Context: an optimization exercise on an open-source flow, tuned for small area, a short achievable clock period and few clock cycles per item. The choices shown serve that exercise and are no tape-out recipe. Function was checked by simulation only, so behaviour that the tests miss may differ from the original. No activity file was given, so power comes from the tool's default toggle rates.

## flow/design.v (module list and top-level ports; edited modules follow where they fit)
// module mete_fmul: 87 lines
// module mete_mul24: 1058 lines
// module mete_fadd: 93 lines
// module mete: 295 lines
module mete (
    input  wire        clk,
    input  wire        rst,
    input  wire        bus_sel,
    input  wire        bus_we,
    input  wire [7:2]  bus_addr,
    input  wire [31:0] bus_wdata,
    output wire [31:0] bus_rdata,
    output wire        bus_ack,
    output wire        irq
);
  // ...
==> flow/flow/run.sh <==
#!/bin/bash
# Own layout flow: the standard synthesis and layout (standard.sh), with
# repair_timing asked for a large setup margin so that the layout is timed
# well below the 27 ns clock. The clock, its period and the I/O constraints
# are the design's (constraint.sdc is not changed).
set -euo pipefail
bash standard.sh synth > synth.log 2>&1
bash standard.sh SETUP_SLACK_MARGIN=20 finish > layout.log 2>&1
==> flow/standard.sh <==
#!/bin/bash
# synth_recipe.tcl (not shown) runs the flow's synth.tcl, then flattens the netlist and writes it again
# the make line also repeats each setting of config.mk as NAME=value (left out here)
make -C /OpenROAD-flow-scripts/flow DESIGN_CONFIG=/design/flow/config.mk WORK_HOME=/design/flow/orfs CLKGATE_MAP_FILE= SYNTH_SCRIPT=/design/flow/synth_recipe.tcl "${@:-finish}"
==> flow/config.mk <==
export PLATFORM = sky130hd
export DESIGN_NAME = mete
export DESIGN_NICKNAME = mete
export VERILOG_FILES = /design/flow/design.v
export SDC_FILE = /design/flow/constraint.sdc
export NUM_CORES = 4
export LEC_CHECK = 0
export ABC_AREA = 1
export CAP_MARGIN = 20
export CORE_MARGIN = 2
export CORE_UTILIZATION = 55
export CTS_BUF_LIST = sky130_fd_sc_hd__clkbuf_8
export SLEW_MARGIN = 20
==> flow/constraint.sdc <==
create_clock -name core_clock -period 27.0 [get_ports {clk}]
set_input_delay 5.4000 -clock core_clock [delete_from_list [all_inputs] [get_ports {clk}]]
set_output_delay 5.4000 -clock core_clock [all_outputs]
set_load 0.01 [all_outputs]
==> flow_summary.yaml, run 1 <==
routing:
  via_per_inst: 6.26
  drcViolationCount: 0
  dr_wl_met2_mm: 108
  totalWireLength_mm: 262
power:
  power.density_mw_per_mm2: 47.5
  intPower_uw: 2010
  p_switching_uw: 1210
floorplanning:
  core_area_mm2: 0.110
  die_area_mm2: 0.114
worst_hold_path:
  hold_start: "u_mul.y[31]"
  hp-class: "flop to flop"
global_routing:
  grt_use_met3_pct: 11.8
  grt_pass1_wl_mm: 377
  grt_usage_pct: 44.4
clock_tree:
  clkTransAtPathRegs_ps: 70
timing:
  finalWorstSetupSlack_ps: 20100
  fmax_ghz: 0.145
  rsz0062_at_grt: "yes"
logic_synthesis:
  synth_area_mm2: 0.0610
  synth-seq-cells: 703
  synth_top_cell_by_area: "dfxtp_1"
  synth_edf_count: 181
  synth_top_family_by_area: "simple AND/OR/NAND/NOR gates"
cells_and_area:
  ff_latch_area_mm2: 0.0159
  largest_register_ffs: 48
  final_cell_mix: "nand2_1 (1900), inv_1 (1264), nor2_1 (712)"
place:
  place_ws_ps: 18510
  port_buffers: 75
  dp_hpwl_mm: 197
critical_path:
  critical_path_class: "flop to output pin"
  rr_startpoint: "sa_ao"
outcome:
  status: "timing/DRC/antenna clean"
Testbench counts, summed over its fixed seeds: cycles 187,222, pixels 2,048.
==> module mete, before the edit <==
module mete (
    input  wire        clk,
    input  wire        rst,
    input  wire        bus_sel,
    input  wire        bus_we,
    input  wire [7:2]  bus_addr,
    input  wire [31:0] bus_wdata,
    output wire [31:0] bus_rdata,
    output wire        bus_ack,
    output wire        irq
);
    localparam [31:0] ID_VALUE     = 32'h4D455445;
    localparam [31:0] PARAM_VALUE  = 32'h001001FF;
    localparam [31:0] THRESH_VALUE = 32'h40800000;
    localparam [5:0] A_ID = 6'd0, A_CTRL = 6'd1, A_CMD = 6'd2, A_STATUS = 6'd3,
                     A_PIX = 6'd4, A_CRE = 6'd5, A_CIM = 6'd6, A_RESULT = 6'd7,
                     A_RGB = 6'd8, A_ZRE = 6'd9, A_ZIM = 6'd10, A_MOD2 = 6'd11,
                     A_ITER = 6'd12, A_PARAM = 6'd13, A_THRESH = 6'd14;
    localparam [3:0] E_ILLEGAL = 4'd1, E_START_BUSY = 4'd2, E_BAD_CONFIG = 4'd3,
                     E_COORD = 4'd4, E_ABORTED = 4'd5, E_OPERAND_BUSY = 4'd6;
    reg        ie_done, ie_err;
    reg [4:0]  log2n;
    reg        busy, done, err;
    reg [3:0]  errcode;
    reg [31:0] pix_xy;
    reg [31:0] c_re, c_im;
    reg        valid, dvg;
    reg [31:0] z_re, z_im;           
    reg [7:0]  iter;                 
    reg        ack_q, we_q;
    reg        rp;                   
    reg [5:0]  a_q;
    reg [3:0]  wd_q;                 
    reg        wd_hz;                
    reg [31:0] rd_q;
    reg        irq_q;
    reg        rst_q;                   
    reg        run, fin, first, xy, stall;
    reg        idle_q;               
    reg [5:0]  ph;                   
    reg [31:0] zr, zi, bb;
    reg [7:0]  mexp;                 
    reg [15:0] half;
    reg [31:0] sr, si;
    reg [7:0]  s_idx;
    reg        sv, det;
    reg        dv_run;
    reg [2:0]  dv_k;
    reg [7:0]  dv_rem;
    reg [4:0]  dv_p;
    reg        relabel;
    reg [7:0]  cyc;
    assign bus_ack   = ack_q;
    assign bus_rdata = rd_q;
    assign irq       = irq_q & ~rst_q;
    reg  [31:0] mul_a, mul_b, add_a, add_b;
    reg         mul_dbl;
    wire [31:0] mo, ao;
    mete_fmul u_mul (.clk(clk), .a(mul_a), .b(mul_b), .dbl(mul_dbl), .y(mo));
    mete_fadd u_add (.clk(clk), .rst(rst_q), .en(run & ~fin_now), .a(add_a), .b(add_b), .y(ao));
    wire [31:0] f_x  = {1'b0, mexp, 7'd0, pix_xy[15:0]};
    wire [31:0] f_y  = {1'b1, mexp, 7'd0, pix_xy[31:16]};
    wire [31:0] f_hp = {1'b0, mexp, 7'd0, half};
    wire [31:0] f_hn = {1'b1, mexp, 7'd0, half};
    reg sm_zr, sm_zi, sm_zr2, sm_ao;
    reg sa_mo, sa_ao, sa_hp, sa_x;
    reg sb_nbb, sb_bb, sb_ci, sb_cr, sb_y, sb_hn;
    reg [5:0] ph_n;
    reg       first_n, xy_n;
    always @* begin
        ph_n    = run ? {ph[4:0], ph[5]} : ph;
        first_n = first & ~(run & ph[1]);
        xy_n    = xy;
        if (do_start) begin ph_n = (do_map & idle_q) ? 6'b010000 : 6'b001000; first_n = 1'b1; xy_n = do_map; end
    end
    wire idle_n = ~(do_start | (run & ~fin_now & ~do_abort));
    always @(posedge clk) begin
        idle_q <= idle_n;
        sm_zr  <= ph_n[1] | ph_n[3];
        sm_zi  <= ph_n[1];
        sm_zr2 <= ph_n[3];
        sm_ao  <= ~(ph_n[1] | ph_n[3]);
        sa_mo  <= ~idle_n & (ph_n[2] | ph_n[5] | (ph_n[3] & ~first_n));
        sa_ao  <= ~idle_n & ph_n[4] & ~first_n;
        sa_hp  <= idle_n | (ph_n[3] & first_n & xy_n);
        sa_x   <= ~idle_n & ph_n[4] & first_n & xy_n;
        sb_nbb <= ~idle_n & ph_n[2];
        sb_bb  <= ~idle_n & ~(ph_n[2] | ph_n[3] | ph_n[4]);
        sb_ci  <= ~idle_n & ph_n[3] & ~(first_n & xy_n);
        sb_cr  <= ~idle_n & ph_n[4] & ~(first_n & xy_n);
        sb_y   <= idle_n | (ph_n[3] & first_n & xy_n);
        sb_hn  <= ~idle_n & ph_n[4] & first_n & xy_n;
    end
    always @* begin
        mul_dbl = ph[1];
        mul_a = ({32{sm_zr}} & zr) | ({32{sm_ao}} & ao);
        mul_b = ({32{sm_zi}} & zi) | ({32{sm_zr2}} & zr) | ({32{sm_ao}} & ao);
        add_a = ({32{sa_mo}} & mo) | ({32{sa_ao}} & ao) |
                ({32{sa_hp}} & f_hp) | ({32{sa_x}} & f_x);
        add_b = ({32{sb_nbb}} & {~bb[31], bb[30:0]}) | ({32{sb_bb}} & bb) |
                ({32{sb_ci}} & c_im) | ({32{sb_cr}} & c_re) |
                ({32{sb_y}} & f_y) | ({32{sb_hn}} & f_hn);
    end
    wire        m_gt4   = ~ao[31] & (ao[30:0] > 31'h40800000) & (ao[30:0] <= 31'h7F800000);
    wire        chk_now = run & ph[1] & ~first;
    wire        fin_now = chk_now & (m_gt4 | (iter == 8'd255));
    wire        floor_ok = ~det | (cyc == 8'd255);
    wire        fast_rd = (bus_addr == A_STATUS) | (bus_addr == A_RESULT);
    wire        st_cap  = bus_sel & ~bus_we & ~ack_q & ~rp & fast_rd;
    wire        capture = rp | st_cap;
    wire        commit_w = (fin | fin_now) & floor_ok;           
    wire        commit   = commit_w & ~capture;
    wire [7:0]  n_idx   = iter + 8'd1;                          
    wire        z_eq    = (zr == sr) & (zi == si);
    wire        save_pt = (n_idx[3:0] == 4'd0) | (n_idx == 8'd1) | (n_idx == 8'd2) |
                          (n_idx == 8'd4) | (n_idx == 8'd8);
    reg         p_found, p_save;
    always @(posedge clk) begin
        p_found <= run & ph[1] & ~det & sv & z_eq;
        p_save  <= run & ph[1] & ~det & save_pt;
    end
    wire [11:0] dv_t    = {7'd0, dv_p} << dv_k;
    wire        dv_fit  = ({4'd0, dv_rem} >= dv_t);
    wire [7:0]  dv_nrem = dv_fit ? (dv_rem - dv_t[7:0]) : dv_rem;
    wire        wr        = ack_q & we_q;
    wire        busy_aft  = busy & ~commit_w;      
    wire        is_cmd    = wr & (a_q == A_CMD);
    wire        cmd_legal = wd_hz & (wd_q[3:0] < 4'd4);
    wire [3:0]  op        = wd_q[3:0];
    wire [15:0] px = pix_xy[15:0];
    wire [15:0] py = pix_xy[31:16];
    wire        l_ok  = (log2n >= 5'd1) & (log2n <= 5'd16);
    reg  [15:0] nmask;
    integer mi;
    always @* for (mi = 0; mi < 16; mi = mi + 1) nmask[mi] = (log2n > mi[4:0]);
    wire        xy_ok = ((px & ~nmask) == 16'd0) & ((py & ~nmask) == 16'd0);
    reg        rec_err;
    reg [3:0]  rec_code;
    reg        do_start, do_map, do_abort;
    always @* begin
        rec_err = 1'b0; rec_code = 4'd0;
        do_start = 1'b0; do_map = 1'b0; do_abort = 1'b0;
        if (is_cmd) begin
            if (!cmd_legal) begin
                rec_err = 1'b1; rec_code = E_ILLEGAL;
            end else if (op == 4'd1 || op == 4'd2) begin
                if (busy_aft) begin
                    rec_err = 1'b1; rec_code = E_START_BUSY;
                end else if (op == 4'd1 && !l_ok) begin
                    rec_err = 1'b1; rec_code = E_BAD_CONFIG;
                end else if (op == 4'd1 && !xy_ok) begin
                    rec_err = 1'b1; rec_code = E_COORD;
                end else begin
                    do_start = 1'b1;
                    do_map   = (op == 4'd1);
                end
            end else if (op == 4'd3 && busy_aft) begin
                do_abort = 1'b1;
                rec_err  = 1'b1; rec_code = E_ABORTED;
            end
        end
        if (wr && (a_q == A_CRE || a_q == A_CIM) && busy_aft) begin
            rec_err = 1'b1; rec_code = E_OPERAND_BUSY;
        end
    end
    reg        n_busy, n_done, n_err, n_ie_done, n_ie_err;
    reg [3:0]  n_errcode;
    always @* begin
        n_busy = busy; n_done = done; n_err = err; n_errcode = errcode;
        n_ie_done = ie_done; n_ie_err = ie_err;
        if (commit) begin n_busy = 1'b0; n_done = 1'b1; end
        if (wr && a_q == A_CTRL) begin n_ie_done = bus_wdata[0]; n_ie_err = bus_wdata[1]; end
        if (wr && a_q == A_STATUS) begin
            if (bus_wdata[1]) n_done = 1'b0;
            if (bus_wdata[2]) begin n_err = 1'b0; n_errcode = 4'd0; end
        end
        if (rec_err && !err) begin n_err = 1'b1; n_errcode = rec_code; end
        if (do_abort) n_busy = 1'b0;
        if (do_start) begin n_busy = 1'b1; n_done = 1'b0; end
    end
    wire [7:0] inten = dvg ? (8'd0 - iter) : 8'd0;
    reg [31:0] rdv;
    always @* begin
        case (a_q)
            A_ID:     rdv = ID_VALUE;
            A_CTRL:   rdv = {19'd0, log2n, 6'd0, ie_err, ie_done};
            A_STATUS: rdv = {24'd0, errcode, 1'b0, err, done, busy};
            A_PIX:    rdv = pix_xy;
            A_CRE:    rdv = c_re;
            A_CIM:    rdv = c_im;
            A_RESULT: rdv = {23'd0, valid, valid ? inten : 8'd0};
            A_RGB:    rdv = valid ? {8'd0, inten, inten, inten} : 32'd0;
            A_ZRE:    rdv = z_re;
            A_ZIM:    rdv = z_im;
            A_MOD2:   rdv = ao;
            A_ITER:   rdv = {24'd0, iter};
            A_PARAM:  rdv = PARAM_VALUE;
            A_THRESH: rdv = THRESH_VALUE;
            default:  rdv = 32'd0;
        endcase
    end
    always @(posedge clk) begin
        rst_q <= rst;
        mexp <= 8'd152 - {3'd0, log2n};
        half <= 16'd1 << (log2n - 5'd1);
        we_q <= bus_we;
        a_q  <= bus_addr;
        wd_q <= bus_wdata[3:0];
        wd_hz <= (bus_wdata[31:4] == 28'd0);
        rd_q <= rp ? rdv : (bus_addr[4] ? {23'd0, valid, valid ? inten : 8'd0}
                                        : {24'd0, errcode, 1'b0, err, done, busy});
    end
    always @(posedge clk) begin
        if (rst_q) begin
            ack_q <= 1'b0; rp <= 1'b0; irq_q <= 1'b0;
            ie_done <= 1'b0; ie_err <= 1'b0; log2n <= 5'd10;
            busy <= 1'b0; done <= 1'b0; err <= 1'b0; errcode <= 4'd0;
            pix_xy <= 32'd0; c_re <= 32'd0; c_im <= 32'd0;
            valid <= 1'b0; dvg <= 1'b0;
            z_re <= 32'd0; z_im <= 32'd0; iter <= 8'd0;
            run <= 1'b0; fin <= 1'b0; first <= 1'b0; xy <= 1'b0; stall <= 1'b0;
            ph <= 6'd0; sv <= 1'b0; det <= 1'b0; dv_run <= 1'b0; relabel <= 1'b0;
            cyc <= 8'd0;
        end else begin
            begin : bus_fsm
                reg cap;
                cap = bus_sel & ~ack_q & ~rp & ~(stall & ((bus_addr == A_CRE) | (bus_addr == A_CIM)));
                ack_q <= (cap & (bus_we | fast_rd)) | rp;
                rp    <= cap & ~bus_we & ~fast_rd;
            end
            busy <= n_busy; done <= n_done; err <= n_err; errcode <= n_errcode;
            ie_done <= n_ie_done; ie_err <= n_ie_err;
            irq_q <= (n_done & n_ie_done) | (n_err & n_ie_err);
            if (cyc != 8'd255) cyc <= cyc + 8'd1;
            if (run) begin
                ph <= {ph[4:0], ph[5]};
                case (1'b1)
                    ph[5]: begin
                        zi <= ao; z_im <= zi;
                        if (first && xy) c_im <= ao;
                    end
                    ph[0]: begin zr <= ao; z_re <= zr; if (first && xy) c_re <= ao; stall <= 1'b0; end
                    ph[1]: begin
                        bb <= mo;
                        first <= 1'b0;
                        if (fin_now) begin
                            run <= 1'b0; fin <= 1'b1;
                            dvg <= m_gt4;
                        end else
                            iter <= n_idx;
                    end
                    default: ;
                endcase
                if (p_found) begin
                    det <= 1'b1; dv_run <= 1'b1; dv_k <= 3'd7;
                    dv_rem <= ~iter; dv_p <= iter[4:0] - s_idx[4:0];
                end else if (p_save) begin
                    sr <= zr; si <= zi; s_idx <= iter; sv <= 1'b1;
                end
                if (dv_run) begin
                    dv_rem <= dv_nrem;
                    dv_k <= dv_k - 3'd1;
                    if (dv_k == 3'd0) begin dv_run <= 1'b0; relabel <= 1'b1; end
                end
                if (relabel && ph[5]) begin
                    relabel <= 1'b0;
                    iter <= (dv_rem != 8'd0) ? (8'd0 - dv_rem) : (8'd0 - {3'd0, dv_p});
                end
            end
            if (commit) begin
                fin <= 1'b0; valid <= 1'b1;
            end
            if (fin_now && commit) run <= 1'b0;
            if (wr) begin
                case (a_q)
                    A_CTRL: log2n <= bus_wdata[12:8];
                    A_PIX:  pix_xy <= bus_wdata;
                    A_CRE:  if (!busy_aft) c_re <= bus_wdata;
                    A_CIM:  if (!busy_aft) c_im <= bus_wdata;
                    default: ;
                endcase
            end
            if (do_abort) begin
                run <= 1'b0; fin <= 1'b0; dv_run <= 1'b0; relabel <= 1'b0;
            end
            if (do_start) begin
                run <= 1'b1; fin <= 1'b0; first <= 1'b1; xy <= do_map;
                ph <= (do_map & idle_q) ? 6'b010000 : 6'b001000; iter <= 8'd0; valid <= 1'b0; dvg <= 1'b0;
                sv <= 1'b0; det <= 1'b0; dv_run <= 1'b0; relabel <= 1'b0;
                cyc <= 8'd0;
                stall <= do_map;
            end
        end
    end
endmodule
==> run 2: changes to the inputs <==
--- a/flow/design.v
+++ b/flow/design.v
@@ -1343,9 +1343,7 @@
     wire        chk_now = run & ph[1] & ~first;
     wire        fin_now = chk_now & (m_gt4 | (iter == 8'd255));
     wire        floor_ok = ~det | (cyc == 8'd255);
-    wire        fast_rd = (bus_addr == A_STATUS) | (bus_addr == A_RESULT);
-    wire        st_cap  = bus_sel & ~bus_we & ~ack_q & ~rp & fast_rd;
-    wire        capture = rp | st_cap;
+    wire        capture = rp;
     wire        commit_w = (fin | fin_now) & floor_ok;           
     wire        commit   = commit_w & ~capture;
     wire [7:0]  n_idx   = iter + 8'd1;                          
@@ -1445,8 +1443,7 @@
         a_q  <= bus_addr;
         wd_q <= bus_wdata[3:0];
         wd_hz <= (bus_wdata[31:4] == 28'd0);
-        rd_q <= rp ? rdv : (bus_addr[4] ? {23'd0, valid, valid ? inten : 8'd0}
-                                        : {24'd0, errcode, 1'b0, err, done, busy});
+        rd_q <= rdv;
     end
     always @(posedge clk) begin
         if (rst_q) begin
@@ -1463,8 +1460,8 @@
             begin : bus_fsm
                 reg cap;
                 cap = bus_sel & ~ack_q & ~rp & ~(stall & ((bus_addr == A_CRE) | (bus_addr == A_CIM)));
-                ack_q <= (cap & (bus_we | fast_rd)) | rp;
-                rp    <= cap & ~bus_we & ~fast_rd;
+                ack_q <= (cap & bus_we) | rp;
+                rp    <= cap & ~bus_we;
             end
             busy <= n_busy; done <= n_done; err <= n_err; errcode <= n_errcode;
             ie_done <= n_ie_done; ie_err <= n_ie_err;
--- a/flow/config.mk
+++ b/flow/config.mk
@@ -8,6 +8,6 @@
 export ABC_AREA = 1
 export CAP_MARGIN = 20
 export CORE_MARGIN = 2
-export CORE_UTILIZATION = 55
+export CORE_UTILIZATION = 50
 export CTS_BUF_LIST = sky130_fd_sc_hd__clkbuf_8
 export SLEW_MARGIN = 20
==> run 2 against run 1 <==
Highest routed layer unchanged. First-iteration DRC count is 15% lower. Clock skew is 37 ps lower. Hold slack worse by 2.5 ps. Critical endpoint is now bus_rdata[19]. Routed wire length is 2.1% higher. Area after synthesis hardly changed. Sequential power hardly changed. Global-route usage is 3.1 points lower. Still clean.
==> flow_summary.yaml, run 2 <==
logic_synthesis:
  async_flop_share_pct: 0
  synthCells: 8749
  ys_top_cells_by_area: "dfxtp_1 (17%), nand2_1 (11%), edfxtp_1 (8.9%)"
  synth_area_mm2: 0.0610
  yosys-top-cells-count: "nand2_1 (1766), inv_1 (1236), nor2_1 (696)"
  ys_warn_count: 3
  synth_top_cell_by_area: "dfxtp_1"
  synth-seq-cells: 703
  ys_seq_area_share_pct: 26.0
  synth_top_cell_area_share_pct: 17.1
  synthMostInstantiatedCell: "nand2_1"
  yosys.area_share.simple_pct: 24.5
  synth_adder_area_share_pct: 13.8
  synthXorXnorAreaFrac_pct: 6.89
  synth_top_family_by_area: "simple AND/OR/NAND/NOR gates"
  synthMuxAreaShare_pct: 0.117
  synthFlopType: "dfxtp_1"
  synth.avg_cell_area_um2: 6.97
  synth_edf_count: 181
  synth_compound_area_share_pct: 17.9
  synth.distinct_cells: 87
floorplanning:
  initial_core_util_pct: 50.2
  die_h_um: 353
  die_area_mm2: 0.125
  rows: 128
  core_area_mm2: 0.121
  die_w_um: 353
  ios: 76
cells_and_area:
  drive_gt1_share_pct: 8.10
  final_cell_mix: "nand2_1 (1749), inv_1 (1275), nor2_1 (662)"
  reg_top3: "u_mul.r_s: 48 flops, u_mul.r_c: 47 flops"
  design_area_mm2: 0.0672
  largest_register: "u_mul.r_s"
  largest_register_ffs: 48
  nets: 9309
  synthToLayoutAreaGrowth_pct: 10.3
  final_common_cell: "nand2_1"
timing:
  maxSlewViolCount: 0
  hold_viol: 0
  rsz0062_at_grt: "yes"
  finalCritPeriodShare_pct: 25.7
  tightest_slew_ps: 1210
  fin_crit_ps: 6950
  setup_violations: 0
  slew_headroom_pct: 18.7
  clock-skew-final_ps: 52.5
  hold_slack_ps: 437
  fmax_ghz: 0.144
  totalNegativeSetupSlack_ps: 0
power:
  pwr-share-seq_pct: 37.7
  leakagePower_uw: 0.0308
  power.density_mw_per_mm2: 46.0
  switching_share_pct: 37.9
  irDropWorstVdd_uv: 56.5
  pwr-share-comb_pct: 27.4
  p_switching_uw: 1170
  clkPwrFrac_pct: 34.8
  intPower_uw: 1920
global_routing:
  antenna_found_initial: 9
  grt_usage_pct: 41.3
  overflow: 0
  grt_max_degree: 75
  grt_pass1_wl_mm: 387
  grt_pass1_vias: 59756
routing:
  drtAntennaViolNets: 0
  via_per_inst: 6.09
  drt_pre_antenna_iters: 9
  wl_per_cell_um: 25.5
  drcViolationCount: 0
  totalWireLength_mm: 267
  first_iter_violations: 7986
  vias: 63919
clock_tree:
  cts_tree: "done"
  clk_latency_ps: 890
  cts_buffers: 130
  cts_sinks: 703
  clkTransAtPathRegs_ps: 60
  hold_buffers: 0
  clock-root-buffer: "clkbuf_8"
  clockBufferDepth: 3
  htreeDepth: 4
critical_path:
  worstPathMaxFanout: 1
  critPathArrivalTime_ps: 1550
  critPathRequiredTime_ps: 21600
  reg2reg_setup_slack_ps: 20280
  crit_family: "flip-flops"
  path_cells: "clkdlybuf4s15_1"
  critPathLaunchType: "flop"
  critical_path_class: "flop to output pin"
  rr_worst_depth: 36
  crit_buf_inv: 1
  slowest_stage: "dfxtp_1"
  slowest_delay_ps: 390
  endpoint_kind: "output pin"
  cp.depth: 1
place:
  placed_area_mm2: 0.0632
  port_buffers: 75
  place_congestion: 1.04
  dp_hpwl_mm: 204
worst_hold_path:
  hp-class: "flop to flop"
  holdPathStages: 0
outcome:
  status: "timing/DRC/antenna clean"
run:
  cap_violations: 0
## run 2: cell count changes after synthesis, moves of 15 or more
cell / change
clkbuf_1: -32
nand4_1: +15
or2_2: +16
nor2_1: -50
nand3_1: +45
inv_1: -17
nand2_1: -153
a21oi_1: +15
## run 2: cell families after synthesis
| group | count (synthesis) |
|---|---|
| AOI/OAI and AO/OA | 1848 |
| xor gates and xnor gates | 479 |
| adders and majority gates | 517 |
| buffers and inverters | 1701 |
| DFF | 703 |
| muxes | 7 |
| other | 1 |
| and+or+nand+nor | 3493 |
## run 2: layout make-up
class | instances | area (µm²)
repair buffers | 265 | 2430
clock buffers | 148 | 2040
well taps | 1625 | 2030
inverters | 1291 | 4910
diodes | 6 | 15.0
clock inverters | 91 | 626
multi-input cells | 6351 | 39200
repair inverters | 8 | 55.1
fillers | 12153 | 54200
flip-flops and latches | 703 | 15900
## run 2: power groups by stage
stage / combinational, µW / sequential, µW / clock (µW)
finish: 848 / 1170 / 1080
global route: 933 / 1160 / 1130
CTS: 787 / 1160 / 1080
detailed placement: 774 / 1180 / 0
global placement: 773 / 1190 / 0
floorplan: 576 / 1150 / 0
## run 2: path summary, 6_finish.rpt
check                                  from         endpoint
worst max-delay path               rd_q[19]    bus_rdata[19]
worst min-delay path            u_mul.y[19]           bb[19]
worst max register to register  u_add.y[20]  u_add.r_sum[24]
worst min register to register  u_mul.y[19]           bb[19]
## run 2: timing repair
item                       CTS  global route
setup endpoints to repair   71            74
setup buffers                7            35
gates resized for setup    106           171
pin swaps                    7            29
cloned                       6             9
## run 2: layer usage
layer  part of all wire [%]  vias up  GRT usage, %
met5                  0.019        -         0.113
met4                    7.7        8          26.2
met3                     11      899          10.1
met2                     44     3920          63.8
met1                     38    30070          51.5
li1                       -    29022             -
## run 2: stage by stage
step           utilization, %  instances  power [µW]  setup WS, ps
6_report                 55.4      10488        3090         20050
5_1_grt                  55.4      10483        3230         19960
4_1_cts                  54.5      10437        3030         20000
3_5_place_dp             52.1      10185        1960         17940
3_3_place_gp             52.1      10183        1960         18070
2_1_floorplan               -       8754        1720         20390
Testbench counts of run 2, summed over its fixed seeds: cycles 189,270, pixels 2,048.
==> run 3: changes to the inputs <==
--- a/flow/config.mk
+++ b/flow/config.mk
@@ -8,6 +8,6 @@
 export ABC_AREA = 1
 export CAP_MARGIN = 20
 export CORE_MARGIN = 2
-export CORE_UTILIZATION = 50
+export CORE_UTILIZATION = 55
 export CTS_BUF_LIST = sky130_fd_sc_hd__clkbuf_8
 export SLEW_MARGIN = 20
==> run 3 against run 2 <==
Still clean. Fmax fell by 2.0%. Highest routed layer unchanged. Critical path depth increased by 2. Register-to-register slack got worse by 90 ps. Cell count is 0.93% lower. Die area is 9.0% lower. Cell area grew 0.96%. Area after synthesis did not move. Clock power up 7%. Routed wire length grew 1.4%. First-iteration DRC count grew 29%.
==> flow_summary.yaml, run 3 <==
outcome:
  status: "timing/DRC/antenna clean"
cells_and_area:
  largest_register_ffs: 48
  final_cell_mix: "nand2_1 (1748), inv_1 (1255), nor2_1 (659)"
  fin_cells: 10390
  fin_util_pct: 61.5
  fillers: 10372
  nets: 9340
  multiInputGateArea_mm2: 0.0395
  largest_register: "u_mul.r_s"
  reg_top3: "u_mul.r_s: 48 flops, u_mul.r_c: 47 flops"
  drive_gt1_share_pct: 9.30
  final_common_cell: "nand2_1"
  ff_latch_area_mm2: 0.0160
  synthToLayoutAreaGrowth_pct: 11.3
global_routing:
  grt_pass1_vias: 59013
  grt_max_degree: 95
  grt_usage_pct: 46.1
  grt_pass1_wl_mm: 387
  antenna_found_initial: 30
  overflow: 0
power:
  power.density_mw_per_mm2: 47.2
  irDropWorstVdd_uv: 49.7
  finalPower_uw: 3210
  leakagePower_uw: 0.0310
critical_path:
  endpoint_kind: "output pin"
  critPathLaunchType: "flop"
  critPathRequiredTime_ps: 21600
  critical_path_class: "flop to output pin"
  critPathArrivalTime_ps: 1700
  worstPathMaxFanout: 2
routing:
  vias: 65191
  wl_per_cell_um: 26.1
  via_per_inst: 6.27
  first_iter_violations: 10327
  drt_pre_antenna_iters: 10
  drtAntennaViolNets: 0
  drcViolationCount: 0
  totalWireLength_mm: 271
logic_synthesis:
  ys_top_cells_by_area: "dfxtp_1 (17%), nand2_1 (11%), edfxtp_1 (8.9%)"
  ys_warn_count: 3
  synth_edf_count: 181
  synth_top_cell_area_share_pct: 17.1
  yosys-top-cells-count: "nand2_1 (1766), inv_1 (1236), nor2_1 (696)"
  ys_seq_area_share_pct: 26.0
  synthCells: 8749
  synth.distinct_cells: 87
  synth_area_mm2: 0.0610
  synth.avg_cell_area_um2: 6.97
  synth_top_cell_by_area: "dfxtp_1"
  synthMostInstantiatedCell: "nand2_1"
  synthFlopType: "dfxtp_1"
  synth-seq-cells: 703
  async_flop_share_pct: 0
floorplanning:
  ios: 76
  core_area_mm2: 0.110
  die_w_um: 337
  initial_core_util_pct: 55.3
  die_area_mm2: 0.114
  die_h_um: 337
  rows: 122
clock_tree:
  clkTransAtPathRegs_ps: 70
  clock-root-buffer: "clkbuf_8"
  cts_sinks: 703
  htreeDepth: 4
  clockBufferDepth: 3
  cts_buffers: 130
  clk_latency_ps: 930
  cts_tree: "done"
timing:
  hold_viol: 0
  fin_crit_ps: 7100
  totalNegativeSetupSlack_ps: 0
  hold_slack_ps: 452
  fmax_ghz: 0.141
  finalCritPeriodShare_pct: 26.3
  setup_violations: 0
  clock-skew-final_ps: 72.1
  maxSlewViolCount: 0
  rsz0062_at_grt: "yes"
  slew_headroom_pct: 15.0
  tightest_slew_ps: 1260
worst_hold_path:
  hp-class: "flop to flop"
place:
  dp.cells: 10031
  dp_hpwl_mm: 205
  place_congestion: 1.06
  port_buffers: 75
run:
  cap_violations: 0
## run 3: metal layers
metal / track usage, % / vias to the layer above / wire (µm)
met5: 0 / - / 159
li1: - / 29114 / -
met1: 61.3 / 30280 / 103000
met3: 17.7 / 964 / 42300
met4: 27.6 / 24 / 19500
met2: 63.0 / 4809 / 106000
## run 3: logic make-up (layout without fill, tap and decap cells)
family | Yosys count | after routing | synth area share, %
xor+xnor | 479 | 479 | 6.89
buf+inv | 1701 | 1830 | 10.8
fa+ha+maj | 517 | 517 | 13.8
compound gates | 1848 | 1848 | 17.9
mux | 7 | 7 | 0.117
other cells | 1 | 22 | 0.00615
flops | 703 | 703 | 26.0
simple gates | 3493 | 3496 | 24.5
## run 3: worst paths after layout
kind | startpoint | cells past startpoint | end | slack (ps)
setup reg to reg | u_add.y[4] | 36 | u_add.r_sum[15] | 20190
setup / recovery | rst_q | 3 | irq | 19900
hold / removal | ph[1] | 0 | u_mul.r_dbl | 450
hold reg to reg | ph[1] | 0 | u_mul.r_dbl | 450
## run 3: repair_timing
action                                  in CTS  in global routing
endpoints found under the setup margin      63                 72
setup buffers                               21                 59
hold endpoints to repair                     0                  0
gates resized for setup                    170                237
pin swaps                                    4                 23
hold buffers                                 0                  0
cloned                                      11                 13
## run 3: area by class of cell
type,count,area share [%]
inverter,1291,7.26
multi-input combinational,6353,58.1
clock buffer,154,3.12
timing repair buffer,291,3.94
timing repair inverter,11,0.118
tap,1488,2.74
clock inverter,83,1.12
sequential,703,23.5
antenna,16,0.0590
## run 3: critical path, stage by stage, from the launching register on
cell	delay, ps
dfxtp_4	350
buf_12	140
nor2_4	180
buf_6	140
## run 3: power by group
part | total (µW) | switching (µW) | internal (µW)
combinational | 883 | 609 | 274
sequential | 1170 | 63.4 | 1100
clock | 1160 | 542 | 615
total | 3210 | 1210 | 1990
## run 3: stage by stage
stage | setup slack (ps) | cell area (µm²)
6_report | 19900 | 67900
5_1_grt | 19820 | 67900
4_1_cts | 19910 | 66400
3_5_place_dp | 17650 | 62900
3_3_place_gp | 17670 | 62900
2_1_floorplan | 20390 | 61000
==> module mete_fmul, before the edit <==
module mete_fmul (
    input  wire        clk,
    input  wire [31:0] a,
    input  wire [31:0] b,
    input  wire        dbl,
    output reg  [31:0] y
);
    wire [7:0]  ea = a[30:23];
    wire [7:0]  eb = b[30:23];
    wire        a_ez = (ea == 8'd0);
    wire        b_ez = (eb == 8'd0);
    wire        a_fz = (a[22:0] == 23'd0);
    wire        b_fz = (b[22:0] == 23'd0);
    wire        a_em = &ea;
    wire        b_em = &eb;
    wire s_nan  = (a_em & ~a_fz) | (b_em & ~b_fz) | (a_em & b_ez & b_fz) | (b_em & a_ez & a_fz);
    wire s_inf  = a_em | b_em;
    wire s_zero = (a_ez & a_fz) | (b_ez & b_fz) | (a_ez & b_ez);
    wire [23:0] ma = {~a_ez, a[22:0]};
    wire [23:0] mb = {~b_ez, b[22:0]};
    wire [22:0] fs = a_ez ? a[22:0] : b[22:0];
    reg  [4:0]  lzs;
    integer i;
    always @* begin
        lzs = 5'd0;
        for (i = 0; i < 23; i = i + 1)
            if (fs[i]) lzs = 5'd23 - i[4:0];
    end
    wire [4:0]  lz0 = (a_ez | b_ez) ? lzs : 5'd0;
    wire [7:0]  xa = {ea[7:1], ea[0] | a_ez};
    wire [7:0]  xb = {eb[7:1], eb[0] | b_ez};
    wire signed [10:0] u  = 11'sd151 - $signed({3'b0, xa}) - $signed({3'b0, xb});
    wire signed [10:0] v  = 11'sd24 - $signed({6'b0, lz0});
    wire        lim = (u >= v);
    wire [5:0]  t   = lim ? ((u > 11'sd50) ? 6'd50 : u[5:0]) : v[5:0];
    wire signed [10:0] E0 = 11'sd25 - u - $signed({6'b0, lz0}) + $signed({10'd0, dbl});
    wire signed [10:0] E1 = E0 - 11'sd1;
    reg [4:0] tza, tzb;
    always @* begin
        tza = 5'd24; tzb = 5'd24;
        for (i = 23; i >= 0; i = i - 1) begin
            if (ma[i]) tza = i[4:0];
            if (mb[i]) tzb = i[4:0];
        end
    end
    wire [47:0] ps, pc;
    mete_mul24 u_mul (.a(ma), .b(mb), .s(ps), .c(pc));
    reg [47:0] r_s, r_c;
    reg [5:0]  r_t;
    reg        r_lim;
    reg [7:0]  r_e0;
    reg        r_ov0, r_ov1;
    reg [5:0]  r_tz;
    reg        r_sign, r_nan, r_inf, r_zero, r_dbl;
    always @(posedge clk) begin
        r_s <= ps; r_c <= pc;
        r_t <= t; r_lim <= lim;
        r_e0 <= E0[7:0];
        r_ov0 <= (E0 >= 11'sd255); r_ov1 <= (E1 >= 11'sd255);
        r_tz <= {1'b0, tza} + {1'b0, tzb};
        r_sign <= a[31] ^ b[31];
        r_nan <= s_nan; r_inf <= s_inf; r_zero <= s_zero; r_dbl <= dbl;
    end
    wire [6:0]  tz    = {1'b0, r_tz};
    wire [7:0]  r_e1  = r_e0 - 8'd1;
    wire        r_st0 = (tz + 7'd1 < {1'b0, r_t});
    wire        r_st1 = (tz + 7'd2 < {1'b0, r_t});
    wire [47:0] p   = r_s + r_c;
    wire [49:0] pz  = {p, 2'b00};
    wire [25:0] w   = pz >> r_t;
    wire        sh1 = ~w[25] & ~r_lim;
    wire [23:0] m   = sh1 ? w[24:1] : w[25:2];
    wire        gg  = sh1 ? w[0] : w[1];
    wire        ss  = sh1 ? r_st1 : r_st0;
    wire [7:0]  ef  = sh1 ? r_e1 : r_e0;
    wire        ovf = m[23] & (sh1 ? r_ov1 : r_ov0);
    wire        rup = gg & (ss | m[0]);
    wire [30:0] base = m[23] ? {ef, m[22:0]} : (r_dbl ? {7'd0, m[22:0], 1'b0} : {8'd0, m[22:0]});
    wire [1:0]  inc  = (~m[23] & r_dbl) ? {rup, 1'b0} : {1'b0, rup};
    wire [30:0] rnd  = base + {29'd0, inc};
    always @(posedge clk) begin
        if (r_nan)                 y <= 32'h7FC00000;
        else if (r_inf | ovf)      y <= {r_sign, 8'hFF, 23'd0};
        else if (r_zero)           y <= {r_sign, 31'd0};
        else                       y <= {r_sign, rnd};
    end
endmodule
==> module mete_fadd, before the edit <==
module mete_fadd (
    input  wire        clk,
    input  wire        rst,      
    input  wire        en,       
    input  wire [31:0] a,
    input  wire [31:0] b,
    output reg  [31:0] y
);
    wire        a_em = &a[30:23];
    wire        b_em = &b[30:23];
    wire        a_fz = (a[22:0] == 23'd0);
    wire        b_fz = (b[22:0] == 23'd0);
    wire        a_ez = (a[30:23] == 8'd0);
    wire        b_ez = (b[30:23] == 8'd0);
    wire        a_nan = a_em & ~a_fz;
    wire        b_nan = b_em & ~b_fz;
    wire        a_inf = a_em & a_fz;
    wire        b_inf = b_em & b_fz;
    wire        swap = (b[30:0] > a[30:0]);
    wire [7:0]  xa   = a[30:23] | {7'd0, a_ez};
    wire [7:0]  xb   = b[30:23] | {7'd0, b_ez};
    wire [7:0]  ex   = swap ? xb : xa;
    wire [7:0]  d    = swap ? (xb - xa) : (xa - xb);
    wire [23:0] ma   = {~a_ez, a[22:0]};
    wire [23:0] mb   = {~b_ez, b[22:0]};
    wire [23:0] mx   = swap ? mb : ma;
    wire [23:0] mw   = swap ? ma : mb;
    wire        sub  = a[31] ^ b[31];
    wire        sx   = swap ? b[31] : a[31];
    reg [5:0] tza, tzb;
    integer i;
    always @* begin
        tza = 6'd63; tzb = 6'd63;
        for (i = 23; i >= 0; i = i - 1) begin
            if (ma[i]) tza = i[5:0] + 6'd3;
            if (mb[i]) tzb = i[5:0] + 6'd3;
        end
    end
    wire [5:0]  tzw = swap ? tza : tzb;
    wire        big  = (d[7:5] != 3'd0) | (d[4:0] > 5'd26);
    wire [4:0]  dd   = big ? 5'd27 : d[4:0];
    wire [26:0] mwsh = {mw, 3'b000} >> dd;
    wire        lost = ({1'b0, dd} > tzw);
    wire [26:0] mwa  = {mwsh[26:1], mwsh[0] | lost};
    wire [28:0] s1c  = {1'b0, mx, 3'b000, 1'b1} + {{1'b0, mwa} ^ {28{sub}}, sub};
    wire [27:0] sum  = s1c[28:1];
    reg  [27:0] r_sum;
    reg  [7:0]  r_ex;
    reg         r_sx, r_nan, r_inf, r_infs, r_zs, r_e254;
    always @(posedge clk) begin
        r_sum  <= sum;
        r_ex   <= ex;
        r_sx   <= sx;
        r_nan  <= a_nan | b_nan | (a_inf & b_inf & sub);
        r_inf  <= a_inf | b_inf;
        r_infs <= a_inf ? a[31] : b[31];
        r_zs   <= a[31] & b[31];
        r_e254 <= (ex == 8'd254);
    end
    reg [4:0] lz;
    always @* begin
        lz = 5'd27;
        for (i = 0; i < 27; i = i + 1)
            if (r_sum[i]) lz = 5'd26 - i[4:0];
    end
    wire        lz_lt = (r_ex > {3'b0, lz});
    wire [4:0]  exm1  = r_ex[4:0] - 5'd1;
    wire [4:0]  sh    = lz_lt ? lz : exm1;
    wire [26:0] ml    = r_sum[26:0] << sh;
    wire [7:0]  exl = r_ex - {3'b0, lz};
    wire [7:0]  exi = r_ex + 8'd1;
    wire [7:0]  e     = r_sum[27] ? exi : (lz_lt ? exl : 8'd1);
    wire [26:0] m     = r_sum[27] ? {r_sum[27:2], r_sum[1] | r_sum[0]} : ml;
    wire [30:0] pack     = {(m[26] ? e : 8'd0), m[25:3]};
    wire        round_up = m[2] & (m[1] | m[0] | m[3]);
    wire [30:0] rounded  = pack + {30'd0, round_up};
    always @(posedge clk) begin
        if (rst)
            y <= 32'd0;
        else if (!en)
            y <= y;
        else if (r_nan)
            y <= 32'h7FC00000;
        else if (r_inf)
            y <= {r_infs, 8'hFF, 23'd0};
        else if (r_sum == 28'd0)
            y <= {r_zs, 31'd0};
        else if (r_sum[27] & r_e254)
            y <= {r_sx, 8'hFF, 23'd0};
        else
            y <= {r_sx, rounded};
    end
endmodule
==> run 4: changes to the inputs <==
--- a/flow/design.v
+++ b/flow/design.v
@@ -48,21 +48,20 @@
     reg [47:0] r_s, r_c;
     reg [5:0]  r_t;
     reg        r_lim;
-    reg [7:0]  r_e0;
+    reg [7:0]  r_e0, r_e1;
     reg        r_ov0, r_ov1;
-    reg [5:0]  r_tz;
+    reg [4:0]  r_tza, r_tzb;
     reg        r_sign, r_nan, r_inf, r_zero, r_dbl;
     always @(posedge clk) begin
         r_s <= ps; r_c <= pc;
         r_t <= t; r_lim <= lim;
-        r_e0 <= E0[7:0];
+        r_e0 <= E0[7:0]; r_e1 <= E1[7:0];
         r_ov0 <= (E0 >= 11'sd255); r_ov1 <= (E1 >= 11'sd255);
-        r_tz <= {1'b0, tza} + {1'b0, tzb};
+        r_tza <= tza; r_tzb <= tzb;
         r_sign <= a[31] ^ b[31];
         r_nan <= s_nan; r_inf <= s_inf; r_zero <= s_zero; r_dbl <= dbl;
     end
-    wire [6:0]  tz    = {1'b0, r_tz};
-    wire [7:0]  r_e1  = r_e0 - 8'd1;
+    wire [6:0]  tz    = {2'b0, r_tza} + {2'b0, r_tzb};
     wire        r_st0 = (tz + 7'd1 < {1'b0, r_t});
     wire        r_st1 = (tz + 7'd2 < {1'b0, r_t});
     wire [47:0] p   = r_s + r_c;
@@ -1161,24 +1160,28 @@
     wire        b_nan = b_em & ~b_fz;
     wire        a_inf = a_em & a_fz;
     wire        b_inf = b_em & b_fz;
-    wire        swap = (b[30:0] > a[30:0]);
-    wire [7:0]  xa   = a[30:23] | {7'd0, a_ez};
-    wire [7:0]  xb   = b[30:23] | {7'd0, b_ez};
-    wire [7:0]  ex   = swap ? xb : xa;
-    wire [7:0]  d    = swap ? (xb - xa) : (xa - xb);
+    wire [8:0]  dab = {1'b0, a[30:23]} - {1'b0, b[30:23]};
+    wire [8:0]  dba = {1'b0, b[30:23]} - {1'b0, a[30:23]};
+    wire        swap = dab[8];                  
+    wire [7:0]  ex   = swap ? (b[30:23] | {7'd0, b_ez}) : (a[30:23] | {7'd0, a_ez});
+    wire [7:0]  d    = swap ? dba[7:0] : dab[7:0];
+    wire        eqe  = (a[30:23] == b[30:23]) | (a_ez & (b[30:23] == 8'd1)) | (b_ez & (a[30:23] == 8'd1));
     wire [23:0] ma   = {~a_ez, a[22:0]};
     wire [23:0] mb   = {~b_ez, b[22:0]};
     wire [23:0] mx   = swap ? mb : ma;
-    wire [23:0] mw   = swap ? ma : mb;
+    wire        wsub = swap ? a_ez : b_ez;      
+    wire        xsub = swap ? b_ez : a_ez;
+    wire        wup  = wsub & ~xsub;
+    wire [23:0] mw   = swap ? (a_ez & ~b_ez ? {a[22:0], 1'b0} : ma)
+                            : (b_ez & ~a_ez ? {b[22:0], 1'b0} : mb);
     wire        sub  = a[31] ^ b[31];
-    wire        sx   = swap ? b[31] : a[31];
     reg [5:0] tza, tzb;
     integer i;
     always @* begin
         tza = 6'd63; tzb = 6'd63;
         for (i = 23; i >= 0; i = i - 1) begin
-            if (ma[i]) tza = i[5:0] + 6'd3;
-            if (mb[i]) tzb = i[5:0] + 6'd3;
+            if (ma[i]) tza = i[5:0] + 6'd3 + {5'd0, a_ez};
+            if (mb[i]) tzb = i[5:0] + 6'd3 + {5'd0, b_ez};
         end
     end
     wire [5:0]  tzw = swap ? tza : tzb;
@@ -1188,7 +1191,12 @@
     wire        lost = ({1'b0, dd} > tzw);
     wire [26:0] mwa  = {mwsh[26:1], mwsh[0] | lost};
     wire [28:0] s1c  = {1'b0, mx, 3'b000, 1'b1} + {{1'b0, mwa} ^ {28{sub}}, sub};
-    wire [27:0] sum  = s1c[28:1];
+    wire [27:0] s1   = s1c[28:1];
+    wire [24:0] s2   = {1'b0, mb} - {1'b0, ma};
+    wire        bgt  = (mb > ma);
+    wire        neg  = sub & eqe & bgt;
+    wire [27:0] sum  = neg ? {1'b0, s2[23:0], 3'b000} : s1;
+    wire        sx   = swap ? b[31] : (neg ? b[31] : a[31]);
     reg  [27:0] r_sum;
     reg  [7:0]  r_ex;
     reg         r_sx, r_nan, r_inf, r_infs, r_zs, r_e254;
@@ -1268,8 +1276,7 @@
     reg        ack_q, we_q;
     reg        rp;                   
     reg [5:0]  a_q;
-    reg [3:0]  wd_q;                 
-    reg        wd_hz;                
+    reg [31:0] wd_q;                 
     reg [31:0] rd_q;
     reg        irq_q;
     reg        rst_q;                   
@@ -1361,7 +1368,7 @@
     wire        wr        = ack_q & we_q;
     wire        busy_aft  = busy & ~commit_w;      
     wire        is_cmd    = wr & (a_q == A_CMD);
-    wire        cmd_legal = wd_hz & (wd_q[3:0] < 4'd4);
+    wire        cmd_legal = (wd_q[31:4] == 28'd0) & (wd_q[3:0] < 4'd4);
     wire [3:0]  op        = wd_q[3:0];
     wire [15:0] px = pix_xy[15:0];
     wire [15:0] py = pix_xy[31:16];
@@ -1405,10 +1412,10 @@
         n_busy = busy; n_done = done; n_err = err; n_errcode = errcode;
         n_ie_done = ie_done; n_ie_err = ie_err;
         if (commit) begin n_busy = 1'b0; n_done = 1'b1; end
-        if (wr && a_q == A_CTRL) begin n_ie_done = bus_wdata[0]; n_ie_err = bus_wdata[1]; end
+        if (wr && a_q == A_CTRL) begin n_ie_done = wd_q[0]; n_ie_err = wd_q[1]; end
         if (wr && a_q == A_STATUS) begin
-            if (bus_wdata[1]) n_done = 1'b0;
-            if (bus_wdata[2]) begin n_err = 1'b0; n_errcode = 4'd0; end
+            if (wd_q[1]) n_done = 1'b0;
+            if (wd_q[2]) begin n_err = 1'b0; n_errcode = 4'd0; end
         end
         if (rec_err && !err) begin n_err = 1'b1; n_errcode = rec_code; end
         if (do_abort) n_busy = 1'b0;
@@ -1441,8 +1448,7 @@
         half <= 16'd1 << (log2n - 5'd1);
         we_q <= bus_we;
         a_q  <= bus_addr;
-        wd_q <= bus_wdata[3:0];
-        wd_hz <= (bus_wdata[31:4] == 28'd0);
+        wd_q <= bus_wdata;
         rd_q <= rdv;
     end
     always @(posedge clk) begin
@@ -1508,10 +1514,10 @@
             if (fin_now && commit) run <= 1'b0;
             if (wr) begin
                 case (a_q)
-                    A_CTRL: log2n <= bus_wdata[12:8];
-                    A_PIX:  pix_xy <= bus_wdata;
-                    A_CRE:  if (!busy_aft) c_re <= bus_wdata;
-                    A_CIM:  if (!busy_aft) c_im <= bus_wdata;
+                    A_CTRL: log2n <= wd_q[12:8];
+                    A_PIX:  pix_xy <= wd_q;
+                    A_CRE:  if (!busy_aft) c_re <= wd_q;
+                    A_CIM:  if (!busy_aft) c_im <= wd_q;
                     default: ;
                 endcase
             end
--- a/flow/flow/run.sh
+++ b/flow/flow/run.sh
@@ -5,4 +5,4 @@
 # are the design's (constraint.sdc is not changed).
 set -euo pipefail
 bash standard.sh synth > synth.log 2>&1
-bash standard.sh SETUP_SLACK_MARGIN=20 finish > layout.log 2>&1
+bash standard.sh SETUP_SLACK_MARGIN=20.5 finish > layout.log 2>&1
--- a/flow/config.mk
+++ b/flow/config.mk
@@ -8,6 +8,5 @@
 export ABC_AREA = 1
 export CAP_MARGIN = 20
 export CORE_MARGIN = 2
-export CORE_UTILIZATION = 55
-export CTS_BUF_LIST = sky130_fd_sc_hd__clkbuf_8
+export CORE_UTILIZATION = 45
 export SLEW_MARGIN = 20
==> run 4 against run 3 <==
Core utilization is 8.9 points lower. Die area up 25%. Register-to-register slack better by 410 ps. Clock skew up 25 ps. Largest power group is now the clock network. Clock power increased by 9%. Via count rose by 1.9%. Routed wire length rose by 7.2%. Area after synthesis rose by 2.5%. Cell area grew 6.7%. Still clean. Critical path depth is 1 lower. Global-route usage is 6.9 points lower. Total power up 7.2%.
==> flow_summary.yaml, run 4 <==
outcome:
  status: "timing/DRC/antenna clean"
cells_and_area:
  largest_register: "u_mul.r_s"
  nets: 9692
  drive_gt1_share_pct: 11.8
  reg_top3: "u_mul.r_s: 48 flops, u_mul.r_c: 47 flops"
  fin_util_pct: 52.6
  final_cell_mix: "nand2_1 (1907), inv_1 (1206), nor2_1 (713)"
  final_common_cell: "nand2_1"
  largest_register_ffs: 48
  synthToLayoutAreaGrowth_pct: 15.9
logic_synthesis:
  synthXorXnorAreaFrac_pct: 6.50
  ys_top_cells_by_area: "dfxtp_1 (18%), nand2_1 (12%), edfxtp_1 (8.7%)"
  ys_warn_count: 3
  synth-seq-cells: 742
  synthMuxAreaShare_pct: 0.242
  synthFlopType: "dfxtp_1"
  synth_adder_area_share_pct: 13.5
  async_flop_share_pct: 0
  ys_seq_area_share_pct: 26.7
  synth_top_family_by_area: "simple AND/OR/NAND/NOR gates"
  synthCells: 9038
  synthMostInstantiatedCell: "nand2_1"
  synth_area_mm2: 0.0625
  synth_edf_count: 181
  yosys.area_share.simple_pct: 24.2
  synth_top_cell_by_area: "dfxtp_1"
  yosys-top-cells-count: "nand2_1 (1969), inv_1 (1240), nor2_1 (768)"
  synth_compound_area_share_pct: 18.4
  synth_top_cell_area_share_pct: 18.0
  synth.avg_cell_area_um2: 6.91
  synth.distinct_cells: 77
clock_tree:
  cts_sinks: 742
  clockBufferDepth: 3
  cts_tree: "done"
  clkTransAtPathRegs_ps: 60
  clock-root-buffer: "clkbuf_16"
  hold_buffers: 0
  htreeDepth: 3
  cts_buffers: 88
  clk_latency_ps: 750
timing:
  finalWorstSetupSlack_ps: 20300
  clock-skew-final_ps: 96.9
  totalNegativeSetupSlack_ps: 0
  fmax_ghz: 0.149
  slew_headroom_pct: 14.2
  tightest_slew_ps: 1280
  rsz0062_at_grt: "yes"
  hold_viol: 0
  setup_violations: 0
  hold_slack_ps: 407
  fin_crit_ps: 6700
  finalCritPeriodShare_pct: 24.8
  maxSlewViolCount: 0
routing:
  via_per_inst: 6.04
  vias: 66434
  wl_per_cell_um: 26.4
  drcViolationCount: 0
  first_iter_violations: 9113
  drt_pre_antenna_iters: 9
  drtAntennaViolNets: 0
  totalWireLength_mm: 290
critical_path:
  slowest_stage: "dfxtp_4"
  rr_endpoint: "u_add.r_sum[19]"
  critPathRequiredTime_ps: 21600
  slowest_delay_ps: 350
  endpoint_kind: "output pin"
  rr_startpoint: "sa_hp"
  worstPathMaxFanout: 2
  critical_path_class: "flop to output pin"
  critPathLaunchType: "flop"
  reg2reg_setup_slack_ps: 20600
  critPathArrivalTime_ps: 1300
  path_cells: "nor2_1 -> buf_2"
  rr_worst_depth: 41
global_routing:
  grt_usage_pct: 39.3
  grt_max_degree: 117
  grt_pass1_wl_mm: 414
  antenna_found_initial: 13
  grt_pass1_vias: 60908
  overflow: 0
worst_hold_path:
  hold_start: "zr[21]"
  holdPathStages: 0
  hold_end: "sr[21]"
  hp-class: "flop to flop"
floorplanning:
  initial_core_util_pct: 45.4
  core_area_mm2: 0.138
  die_w_um: 377
  ios: 76
  rows: 136
  die_h_um: 377
  die_area_mm2: 0.142
place:
  dp_hpwl_mm: 219
  place_congestion: 1.05
  place_ws_ps: 18030
  port_buffers: 75
power:
  irDropWorstVdd_uv: 46.7
  power.density_mw_per_mm2: 47.4
  leakagePower_uw: 0.0330
run:
  cap_violations: 0
## run 4: changes by cell type after synthesis, sizes merged, moves of 12 or more
cell and change:
a21oi -25, o221ai -14, o21ai +82, a22oi +12
clkbuf +32, buf -19, nand3 -90, dfxtp +39
nor2 +60, o211ai +22, nand2 +183
## run 4: routing by layer
layer / share of wire (%) / global-route usage [%] / vias to the layer above
met5: 0.032 / 0 / -
li1: - / - / 30069
met1: 40 / 52.5 / 31532
met4: 6.6 / 20.1 / 14
met3: 11 / 8.44 / 837
met2: 42 / 59.6 / 3982
## run 4: final cells by class
cell class	instances	area (µm²)
Inverter	1286	4910
Multi-Input combinational cell	6600	41700
Clock buffer	114	2440
Fill cell	13653	65200
Clock inverter	49	611
Antenna cell	2	5.00
Tap cell	1794	2240
Sequential cell	742	16700
Timing Repair Buffer	399	3690
Timing Repair inverter	11	80.1
## run 4: report_power, final
group	internal, µW	switching [µW]	total (µW)
Combinational	320	650	970
Clock	715	542	1260
Sequential	1160	46.3	1210
## run 4: critical path: cells and delay by family, from the launching register on
| kind | cells | cell delay (ps) |
|---|---|---|
| and+or+nand+nor | 1 | 80 |
| buffers and inverters | 1 | 140 |
| DFF | 1 | 350 |
## run 4: worst max path at each step
stage	startpoint	end	slack [ps]	depth (start not counted)
2_1_floorplan	rst_q	irq	20580	4
3_3_place_gp	sb_ci	u_add.r_sum[26]	18080	33
3_5_place_dp	sb_ci	u_add.r_sum[19]	18030	35
4_1_cts	rst_q	irq	20260	2
5_1_grt	sa_hp	u_add.r_sum[24]	20150	48
6_report	rst_q	irq	20300	2
## run 4: cells by family after synthesis
group / after synthesis
and+or+nand+nor: 3633
buffers and inverters: 1709
AOI/OAI and AO/OA: 1952
other: 1
muxes: 15
adders and majority gates: 522
DFF: 742
xor gates and xnor gates: 464
## run 4: repair_timing
action / in CTS / in global routing
resized for setup: 380 / 453
buffers inserted: 42 / 108
pin swaps: 19 / 129
cloned: 16 / 15
endpoints found under the setup margin: 117 / 121
## run 4: metrics by stage
stage	instance area [µm²]	std cells	total power, µW
3_3_place_gp	65200	10649	1990
2_1_floorplan	62500	9043	1750
4_1_cts	69600	10871	3270
5_1_grt	72400	10995	3570
6_report	72400	10997	3440
3_5_place_dp	65200	10650	1990
Testbench counts of run 4, summed over its fixed seeds: cycles 189,270, pixels 2,048.

-- afterwards: timing with drivers on the ports --
No port has a modelled driver above. Below, the same layouts with a new extraction and two added sets of constraints.
Step 1: set_driving_cell puts a clkbuf_16 on clk and a buf_2 on each other input, an assumption about the parent block.
Step 2 adds t to the input delays and takes it off the output delays; t is the mean of the earliest and latest rising clock arrival at the registers after step 1. Input paths then give back, and output paths get back, about the clock's delay inside the block.
a / b / c = ideal ports / drivers / drivers and shift; a / b = the first two.
| run | shift t [ns] | slack for setup (ns) | worst hold slack (ns) | worst setup path at the end | worst register clock-pin slew, ns |
|---|---|---|---|---|---|
| run 1 | 0.905 | 20.098 / 20.021 / 19.456 | 0.439 / 0.439 / 0.439 | input to register | 0.07 / 0.07 |
| run 2 | 0.941 | 20.050 / 19.976 / 19.582 | 0.437 / 0.437 / 0.437 | input to register | 0.07 / 0.07 |
| run 3 | 0.975 | 19.905 / 19.822 / 19.859 | 0.452 / 0.452 / 0.452 | input to register | 0.09 / 0.09 |
| run 4 | 0.791 | 20.300 / 20.215 / 20.493 | 0.407 / 0.407 / 0.407 | input to register | 0.08 / 0.08 |
After both steps every run listed still meets setup and hold. For run 1, which loses most, drivers alone change the setup slack by -0.077 ns; drivers and shift together by -0.642 ns.
